This design comes from an exercise in tuning for small area, a short achievable clock period and few clock cycles on the open sky130 flow, not from production work. Only simulation tests tie the RTL to the original design; equivalence was not proved. No activity file was given, so power comes from the tool's default toggle rates.

alpha:
Design mml_voice, start of the top module:
module mml_voice (
    input  wire        clk,
    input  wire        rst,         
    input  wire        in_valid,
    input  wire [7:0]  in_byte,
    input  wire        in_last,     
    output reg         in_ready,
    output reg         out_valid,
    input  wire        out_ready,
    output reg  [1:0]  out_kind,    
    output reg  [18:0] out_freq,    
    output reg  [28:0] out_dur,     
    output reg  [1:0]  out_fill,    
    output reg  [3:0]  out_vol,     
    output reg  [2:0]  out_err,     
    output reg         out_fg       
);
Size in the first run: roughly 200 flip-flops, roughly 75 I/O pins, ~16000 µm² of cells after synthesis.
==> flow/config.mk <==
export PLATFORM = sky130hd
export DESIGN_NAME = mml_voice
export DESIGN_NICKNAME = mml_voice
export VERILOG_FILES = /design/flow/design.v
export SDC_FILE = /design/flow/constraint.sdc
export NUM_CORES = 4
export LEC_CHECK = 0
export ABC_AREA = 1
export CAP_MARGIN = 20
export CORE_MARGIN = 2
export CORE_UTILIZATION = 40
export CTS_CLUSTER_DIAMETER = 100
export CTS_CLUSTER_SIZE = 24
export PLACE_DENSITY = 0.75
export SLEW_MARGIN = 20
==> flow/constraint.sdc <==
create_clock -name core_clock -period 10.0 [get_ports {clk}]
set_input_delay 2.0000 -clock core_clock [delete_from_list [all_inputs] [get_ports {clk}]]
set_output_delay 2.0000 -clock core_clock [all_outputs]
set_load 0.01 [all_outputs]
standard.sh (not shown) runs the stock make flow with config.mk's settings and CLKGATE_MAP_FILE= SYNTH_SCRIPT=/design/flow/synth_recipe.tcl, a recipe that flattens the netlist after the stock synthesis.
==> flow/flow/run.sh <==
#!/bin/bash
set -euo pipefail
bash standard.sh synth > synth.log 2>&1
bash standard.sh SETUP_SLACK_MARGIN=6.5 "BUFFER_PORTS_ARGS=-buffer_cell sky130_fd_sc_hd__buf_2" finish > layout.log 2>&1
Testbench counts of alpha, summed over its fixed seeds: cycles 18,967.
Changes in beta relative to alpha:
- PLACE_DENSITY no longer set, was 0.75
- CTS_CLUSTER_DIAMETER no longer set, was 100
- CTS_CLUSTER_SIZE no longer set, was 24
==> flow/flow/run.sh <==
#!/bin/bash
set -euo pipefail
bash standard.sh synth > synth.log 2>&1
bash standard.sh SETUP_SLACK_MARGIN=7.5 "BUFFER_PORTS_ARGS=-buffer_cell sky130_fd_sc_hd__buf_1" finish > layout.log 2>&1
Results
[beta vs alpha] setup slack: lower in beta
In beta relative to alpha, post-layout net count had gone up by more than 10%.
Internal power component deteriorates in beta relative to alpha.
Net switching power of the design ends up higher on beta.
[inputs] gamma vs beta
- an added CTS_CLUSTER_DIAMETER of 60
- an added CTS_CLUSTER_SIZE of 22
==> flow/flow/run.sh <==
#!/bin/bash
set -euo pipefail
bash standard.sh synth > synth.log 2>&1
bash standard.sh SETUP_SLACK_MARGIN=6.5 "BUFFER_PORTS_ARGS=-buffer_cell sky130_fd_sc_hd__buf_2" finish > layout.log 2>&1
==> summary.txt <==
- Per the comparison of gamma with beta, count of non-filler cells in the finished layout decreased by about 9% relative to the old numbers, overall power consumption shows a reduction of 2.0 mW.
- Delta (gamma minus beta): overall fraction of global-route tracks in use decreased by 4.6 points relative to the old numbers, part of the total power dissipated in the clock network increased by 2.8 points relative to the old numbers, maximum clock rate increased by 1.7% relative to the old numbers, slew at the pin closest to its max-slew limit decreased by 580 ps relative to the old numbers, design area decreased by 24% relative to the old numbers.
- Higher length of the first detailed-routing pass in iterations was reported by beta, not gamma.
- Comparing the two runs side by side, gamma comes out ahead of beta on wire length.
The inputs of delta differ from those of gamma as listed below.
- CTS_CLUSTER_SIZE: 22 -> unset
- CTS_BUF_LIST: unset -> sky130_fd_sc_hd__clkbuf_4 sky130_fd_sc_hd__clkbuf_8
- CTS_CLUSTER_DIAMETER: 60 -> unset
### Flow results
Side by side, number of standard cells in the layout, taps in and fillers out turned out higher in delta than in gamma. Total routed wirelength grows slightly when moving from gamma to delta. delta ended up with a lower max-slew headroom at the worst pin than gamma did. gamma reports its endpoint of the most critical setup path as freq_r[13] while delta reports out_dur[4]. Compared with gamma, delta shows a biggest fanout along the worst timing path that is 19 higher.


Setup of run 1:
Starting RTL as in the previous note.
## mml_voice
module mml_voice (
    input  wire        clk,
    input  wire        rst,         
    input  wire        in_valid,
    input  wire [7:0]  in_byte,
    input  wire        in_last,     
    output reg         in_ready,
    output reg         out_valid,
    input  wire        out_ready,
    output reg  [1:0]  out_kind,    
    output reg  [18:0] out_freq,    
    output reg  [28:0] out_dur,     
    output reg  [1:0]  out_fill,    
    output reg  [3:0]  out_vol,     
    output reg  [2:0]  out_err,     
    output reg         out_fg       
);
  localparam [1:0] K_TONE = 2'd0, K_END = 2'd1, K_ERR = 2'd2;
  localparam [2:0] E_MISSING_NUM = 3'd1, E_NOTE_RANGE = 3'd2,
                   E_ZERO_LEN    = 3'd3, E_ZERO_TEMPO = 3'd4,
                   E_BAD_ACC     = 3'd5, E_BAD_M      = 3'd6,
                   E_BAD_CMD     = 3'd7;
  localparam [4:0] C_SHARP = 5'd10, C_FLAT = 5'd11, C_DOT = 5'd12,
                   C_SEMI  = 5'd13, C_GT   = 5'd14, C_LT  = 5'd15,
                   C_B     = 5'd17, C_F    = 5'd21,
                   C_L     = 5'd23, C_T    = 5'd24, C_O   = 5'd25,
                   C_V     = 5'd26, C_N    = 5'd27, C_P   = 5'd28,
                   C_M     = 5'd29, C_S    = 5'd30, C_X   = 5'd31;
  localparam [3:0] U_NOP  = 4'd0,    
                   U_GT   = 4'd1,    
                   U_LT   = 4'd2,    
                   U_L    = 4'd3,
                   U_T    = 4'd4,
                   U_O    = 4'd5,
                   U_V    = 4'd6,
                   U_N    = 4'd7,
                   U_NOTE = 4'd8,    
                   U_P    = 4'd9,
                   U_M    = 4'd10,   
                   U_ERR  = 4'd11,   
                   U_SKIP = 4'd12;   
  localparam [29:0] K240 = 30'd240000000, K360 = 30'd360000000;
  function [4:0] classify(input [7:0] b);
    reg [7:0] f;
    begin
      f = (b >= 8'h61 && b <= 8'h7a) ? {b[7:6], 1'b0, b[4:0]} : b;
      if (f >= 8'h30 && f <= 8'h39) classify = {1'b0, f[3:0]};
      else case (f)
  ...
==> flow/config.mk <==
export PLATFORM = sky130hd
export DESIGN_NAME = mml_voice
export DESIGN_NICKNAME = mml_voice
export VERILOG_FILES = /design/flow/design.v
export SDC_FILE = /design/flow/constraint.sdc
export NUM_CORES = 4
export LEC_CHECK = 0
export ABC_AREA = 1
export CAP_MARGIN = 20
export CORE_MARGIN = 2
export CORE_UTILIZATION = 40
export CTS_CLUSTER_DIAMETER = 100
export CTS_CLUSTER_SIZE = 24
export SLEW_MARGIN = 20
==> flow/constraint.sdc <==
create_clock -name core_clock -period 10.0 [get_ports {clk}]
set_input_delay 2.0000 -clock core_clock [delete_from_list [all_inputs] [get_ports {clk}]]
set_output_delay 2.0000 -clock core_clock [all_outputs]
set_load 0.01 [all_outputs]
==> flow/flow/run.sh <==
#!/bin/bash
set -euo pipefail
bash standard.sh synth > synth.log 2>&1
bash standard.sh SETUP_SLACK_MARGIN=6.6 "BUFFER_PORTS_ARGS=-buffer_cell sky130_fd_sc_hd__buf_2" finish > layout.log 2>&1
Testbench counts of run 1, summed over its fixed seeds: cycles 18,967.
Input-level comparison between run 2 and run 1:
- removing CTS_CLUSTER_SIZE (formerly 24)
- changing CORE_UTILIZATION from 40 to 55
- removing CTS_CLUSTER_DIAMETER (formerly 100)
==> flow/flow/run.sh <==
#!/bin/bash
set -euo pipefail
bash standard.sh synth > synth.log 2>&1
bash standard.sh SETUP_SLACK_MARGIN=6.5 "BUFFER_PORTS_ARGS=-buffer_cell sky130_fd_sc_hd__buf_2" finish > layout.log 2>&1
Findings:
The area occupied by multi-input gates in run 2 sits 3.7% below the value recorded for run 1.
Capture point of the worst path: out_dur[10] -> run 2, out_dur[3] -> run 1
[compare] base=run 1 new=run 2: global-route usage moved up, minimum period implied by the final worst setup slack moved down, die area moved down.
Input changes introduced in run 3 (baseline for comparison: run 2):
- a change of CORE_UTILIZATION from 55 to 40
- an added TNS_END_PERCENT of 10
Results
Full die area in run 3 vs run 2: up 37%. out_dur[3] as the worst setup path endpoint was reported by run 3, and out_dur[10] by run 2. Summary of run 3 over run 2: critical path depth -2, multi-input gate share of total cell area -0.29 points, wire length reported by the detailed router +1.8%, total power ~0 delta, post-layout utilization of the core -18 points. Looking at run 3 and run 2, the ratio of total power to cell area is a wash.
Changes in run 4 relative to run 3:
- TNS_END_PERCENT: 10 -> unset
- CTS_CLUSTER_DIAMETER: unset -> 100
- CTS_CLUSTER_SIZE: unset -> 24
[summary]
Status: post-placement cell area parity (run 3, run 4)
Highest clock frequency the design can meet, run 4 vs run 3: up by a few percent
Total chip power: run 4 better than run 3
Of run 4 and run 3, run 4 shows the higher relative area of non-clock buffer cells in the final design, with run 3 below it.
As far as number of multi-input logic gates is concerned, run 3 and run 4 perform about the same.
Compare run 4 and run 3 | overall global routing resource usage higher: run 3
Where final design instance area without fill is concerned, run 3 is outperformed by run 4.
Run 4 ended with more detailed-routed wire length on met3 than run 3.


Setup of juniper:
Starting RTL as in the previous note.
// mml_voice
module mml_voice (
    input  wire        clk,
    input  wire        rst,         
    input  wire        in_valid,
    input  wire [7:0]  in_byte,
    input  wire        in_last,     
    output reg         in_ready,
    output reg         out_valid,
    input  wire        out_ready,
    output reg  [1:0]  out_kind,    
    output reg  [18:0] out_freq,    
    output reg  [28:0] out_dur,     
    output reg  [1:0]  out_fill,    
    output reg  [3:0]  out_vol,     
    output reg  [2:0]  out_err,     
    output reg         out_fg       
);
clock: 10.0 ns
lec_check: 0
abc_area: 1
cap_margin: 5
core_margin: 2
core_utilization: 40
cts_cluster_diameter: 100
cts_cluster_size: 24
slew_margin: 5
==> flow/flow/run.sh <==
#!/bin/bash
set -euo pipefail
bash standard.sh synth > synth.log 2>&1
bash standard.sh SETUP_SLACK_MARGIN=6.5 "BUFFER_PORTS_ARGS=-buffer_cell sky130_fd_sc_hd__buf_2" finish > layout.log 2>&1
Testbench counts of juniper, summed over its fixed seeds: cycles 18,967.
Modified inputs, garnet compared to juniper
Settings: SLEW_MARGIN: 5 -> 20; CAP_MARGIN: 5 -> 20; CTS_CLUSTER_DIAMETER: 100 -> 60; CTS_CLUSTER_SIZE: 24 -> 22; ABC_AREA: 1 -> unset.
[summary]
Of juniper and garnet, the lower worst setup slack belongs to garnet.
| number of distinct library cells after synthesis | higher: garnet |
garnet against juniper: power share of the clock group increased by 8.8 points relative to the old numbers; arrival time at the worst endpoint increased 740 ps.
--- input diff garnet..cedar ---
Settings: setting ABC_AREA to 1 for the first time; removing CTS_CLUSTER_SIZE (formerly 22); removing CTS_CLUSTER_DIAMETER (formerly 60).
Notes after the runs:
cedar ended with less area of all placed cells without fillers than garnet.
cedar ended with every stage complete and zero timing, DRC or antenna violations.
Every stage of the flow completed for garnet, and the final layout passed the timing, DRC and antenna checks.
Critical path depth (higher): garnet
met1 wire length shrinks by a little under 10% when moving from garnet to cedar.
Compared with garnet, cedar shows a die height that is 3.5% lower.
Higher combinational power goes to cedar over garnet.
Mean cell area of the mapped netlist, garnet and cedar: larger value in garnet
cedar gives less number of antenna violations at the first check in global routing than garnet did.
garnet -> cedar: number of sinks driven by the clock tree flat
### cedar -> violet
Settings: putting SETUP_SLACK_MARGIN at 5 where nothing was set.
==> flow/run.sh (new file) <==
#!/bin/bash
# synth_recipe.tcl (not shown) runs the flow's synth.tcl, then flattens the netlist and writes it again
# the make line also repeats each setting of config.mk as NAME=value (left out here)
make -C /OpenROAD-flow-scripts/flow DESIGN_CONFIG=/design/flow/config.mk WORK_HOME=/design/flow/orfs CLKGATE_MAP_FILE= SYNTH_SCRIPT=/design/flow/synth_recipe.tcl finish
removed: flow/flow/run.sh
removed: flow/standard.sh
### Flow results
In the metrics for violet and cedar, the one carrying the higher worst setup slack is cedar. [violet] number of CTS-inserted buffers rose 1 relative to cedar. Area growth from synthesis to layout delta for violet relative to cedar: 4.8 points lower. Utilization: higher on cedar. Share of the cycle needed by the critical path after routing for violet: 12 points up relative to cedar. Between violet and cedar, it is violet whose number of vias in the routed layout is lower, by about 2.4%.


== run B ==
mml_voice again, from the RTL that the note above started with.
clock: 10.0 ns
lec_check: 0
abc_area: 1
cap_margin: 20
core_margin: 2
core_utilization: 40
cts_cluster_diameter: 100
cts_cluster_size: 24
slew_margin: 20
==> flow/flow/run.sh <==
#!/bin/bash
set -euo pipefail
bash standard.sh synth > synth.log 2>&1
bash standard.sh SETUP_SLACK_MARGIN=6.3 "BUFFER_PORTS_ARGS=-buffer_cell sky130_fd_sc_hd__buf_2" finish > layout.log 2>&1
Testbench counts of run B, summed over its fixed seeds: cycles 18,967.
Inputs modified between run B and run E:
Settings: CTS_CLUSTER_DIAMETER no longer set, was 100; CTS_CLUSTER_SIZE no longer set, was 24.
==> flow/flow/run.sh <==
#!/bin/bash
set -euo pipefail
bash standard.sh synth > synth.log 2>&1
bash standard.sh SETUP_SLACK_MARGIN=6.8 "BUFFER_PORTS_ARGS=-buffer_cell sky130_fd_sc_hd__buf_2" finish > layout.log 2>&1
[summary]
No stage failed in run B, and the final checks on the layout all came back clean. Run E: all stages complete, timing, DRC and antenna checks passed. On portion of the clock cycle consumed by the worst path in the final layout: run E sits below run B. Power dissipated in sequential cells delta (run B -> run E): insignificant. Looking at detailed-routing iteration count for the pre-antenna-repair pass across run B and run E, the one that comes out lower is run B. Relative to run B, worst setup slack has gone up in run E. Between run B and run E, the flow reports wire length reported by the detailed router increasing by more than 10%.

[what the ideal ports hide]
How much do the figures lean on ideal ports? The routed layouts below were timed once more, with nothing changed but the port constraints.
Step 1, drivers: a clkbuf_16 drives clk and a buf_2 each remaining input, both assumed.
Step 2, shift: input delay + t, output delay - t, t = (earliest + latest rising clock arrival at the registers) / 2. This alone moves slack from input paths to output paths.
a / b / c = no drivers / after step 1 / after step 2; a / b = the first two.
| run | t (ns) | setup slack, ns | latest minus earliest clock arrival (ns) |
|---|---|---|---|
| alpha | 0.537 | 6.537 / 6.557 / 6.029 | 0.034 / 0.034 |
| beta | 0.602 | 6.500 / 6.500 / 6.111 | 0.020 / 0.020 |
| gamma | 0.585 | 6.559 / 6.589 / 6.005 | 0.029 / 0.029 |
| delta | 0.648 | 6.548 / 6.548 / 5.979 | 0.034 / 0.034 |
| run 1 | 0.538 | 6.461 / 6.461 / 6.081 | 0.020 / 0.021 |
| run 2 | 0.597 | 6.517 / 6.517 / 5.993 | 0.032 / 0.032 |
| run 3 | 0.613 | 6.482 / 6.482 / 5.937 | 0.010 / 0.010 |
| run 4 | 0.544 | 6.590 / 6.590 / 6.101 | 0.028 / 0.028 |
| juniper | 0.544 | 6.584 / 6.584 / 6.113 | 0.027 / 0.028 |
| garnet | 0.617 | 6.001 / 6.001 / 5.556 | 0.024 / 0.024 |
| cedar | 0.589 | 6.569 / 6.560 / 6.034 | 0.015 / 0.015 |
| violet | 0.608 | 5.344 / 5.375 / 4.767 | 0.019 / 0.020 |
| run B | 0.555 | 6.418 / 6.418 / 5.907 | 0.022 / 0.021 |
| run E | 0.597 | 6.627 / 6.627 / 6.116 | 0.020 / 0.020 |
After both steps every run listed still meets setup and hold. For violet, which loses most, drivers alone change the setup slack by +0.031 ns; drivers and shift together by -0.577 ns.
